Context: an optimization exercise on an open-source flow, tuned for small area, a short achievable clock period and few clock cycles per item. The choices shown serve that exercise and are no tape-out recipe.
In this exercise RTL edits were held to simulation tests only and were not proved equivalent to the original.
Power and IR drop assume default switching activity.

run 3:
// btc
module btc (
    input  wire        clk,
    input  wire        rst,         
    input  wire        in_valid,
    output wire        in_ready,
    input  wire [15:0] in_data,
    output wire        out_valid,
    input  wire        out_ready,
    output wire [15:0] out_data
);
For scale: roughly 70000 µm² of cells after synthesis.
clock: 12.5 ns
lec_check: 0
cap_margin: 20
core_margin: 2
core_utilization: 30
slew_margin: 20
run.sh (not shown) runs the stock make flow with config.mk's settings and CLKGATE_MAP_FILE= SYNTH_SCRIPT=/design/flow/synth_recipe.tcl, a recipe that flattens the netlist after the stock synthesis.
Testbench counts of run 3, summed over its fixed seeds: cycles 13,776, items 3,281.
The inputs of run 2 differ from those of run 3 as listed below.
diff --git a/flow/design.v b/flow/design.v
--- a/flow/design.v
+++ b/flow/design.v
@@ -107,19 +107,21 @@
     wire        a_tb   = hd[35];
     wire [4:0]  a_fr   = hd[40:36];
     wire        a_v    = qv[0];
     reg  [2:0] a_ph;                    
     reg  [1:0] a_lane;
     reg  [4:0] a_cnt;
     reg  [3:0] a_rd;
-    reg [15:0] od;
+    reg [15:0] o0, o1;
+    reg  [1:0] ocnt;
     reg        ov;
-    assign out_data  = od;
+    assign out_data  = o0;
     assign out_valid = ov;
-    wire adv = ~ov | out_ready;
+    wire o_pop = ov & out_ready;
+    wire adv = ~ocnt[1];                
     reg        e_enq;
     reg  [1:0] e_kind;
     reg        e_cf;
     reg  [2:0] e_st;
     reg  [4:0] e_val;
     reg  [3:0] e_ptr;
     reg [19:0] e_n;
@@ -311,14 +313,15 @@
             end
         endcase
     end
     wire a_step = a_v & adv;
     wire a_done = a_step & g_last;
     wire f_pop = e_go;
     wire [1:0] fcnt_next = fcnt + {1'b0, in_fire} - {1'b0, f_pop};
+    wire [1:0] ocnt_next = ocnt + {1'b0, a_step} - {1'b0, o_pop};
     always @(posedge clk) begin
         if ((in_fire & ~f_pop & (fcnt == 2'd0)) | (in_fire & f_pop & (fcnt == 2'd1))) begin
             f0    <= in_data;
             f0_z  <= in_z;
             f0_hz <= in_hz;
         end else if (f_pop) begin
             f0    <= f1;
@@ -326,16 +329,20 @@
             f0_hz <= f1_hz;
         end
         if (in_fire & ((fcnt == 2'd1 & ~f_pop) | (fcnt == 2'd2))) begin
             f1    <= in_data;
             f1_z  <= in_z;
             f1_hz <= in_hz;
         end
-        if (adv)
-            od <= g_word;
+        if ((a_step & ~o_pop & (ocnt == 2'd0)) | (a_step & o_pop & (ocnt == 2'd1)))
+            o0 <= g_word;
+        else if (o_pop)
+            o0 <= o1;
+        if (a_step & ((ocnt == 2'd1 & ~o_pop) | (ocnt == 2'd2)))
+            o1 <= g_word;
     end
     integer i;
     always @(posedge clk) begin
         if (rst) begin
             fcnt       <= 2'd0;
             in_ready_r <= 1'b0;
             pst        <= P_HI;
@@ -354,19 +361,20 @@
             rb_h       <= 4'd0;
             rb_w       <= 4'd0;
             tb_h       <= 4'd0;
             tb_w       <= 4'd0;
             qv         <= {(QD+1){1'b0}};
             a_ph       <= 3'd0;
             ov         <= 1'b0;
+            ocnt       <= 2'd0;
         end else begin
             fcnt       <= fcnt_next;
             in_ready_r <= (fcnt_next != 2'd2);
-            if (adv)
-                ov <= a_v;
+            ocnt <= ocnt_next;
+            ov   <= (ocnt_next != 2'd0);
             tr_fin <= 1'b0;
             if (tr_fin) begin
                 tb_h   <= tb_h + tr_m[3:0];
                 tb_occ <= tb_occ - tr_m;
             end
             if (e_go) begin
                 case (pst)
[summary]
Looking at cell count after synthesis, run 2 sits 489 higher than run 3 does.
met1 usage in global routing was lower in run 3 than in run 2.
Run 2 — post-synthesis simple-gate area fraction 1.9 points higher, run 3 as reference
Between run 3 and run 2, the difference in smallest hold slack is negligible.
Lower total vias in the final route among run 3 and run 2: run 3
Routed length on met3 ends up higher on run 2.
Diff run 3 -> run 2: final area has increased, transition time of the tightest slew-check pin shrank by 96 ps, fraction of cell area in non-clock buffers rose by 0.18 points, register-to-register slack went up 410 ps, portion of total power attributed to combinational logic increased by 0.7 points relative to the old numbers.
Testbench counts of run 2, summed over its fixed seeds: cycles 13,776, items 3,281.

## what the ideal ports hide
In the flow no input, the clock included, has a driving cell. The finished layouts below were timed again as built, in two steps.
Step 1 assumes that a clkbuf_16 drives the clock port and a buf_2 every other input.
Step 2 adds t to the input delays and takes it off the output delays; t is the mean of the earliest and latest rising clock arrival at the registers after step 1. Input paths then give back, and output paths get back, about the clock's delay inside the block.
a / b / c = no drivers / after step 1 / after step 2; a / b = the first two.
run | shift t [ns] | slack for setup (ns) | hold slack, ns | worst register clock-pin slew, ns
run 3 | 0.878 | 6.392 / 6.447 / 5.569 | 0.475 / 0.475 / 0.475 | 0.07 / 0.07
run 2 | 0.869 | 7.286 / 7.286 / 6.787 | 0.472 / 0.472 / 0.472 | 0.07 / 0.07
After both steps every run listed still meets setup and hold. For run 3, which loses most, drivers alone change the setup slack by +0.055 ns; drivers and shift together by -0.823 ns.
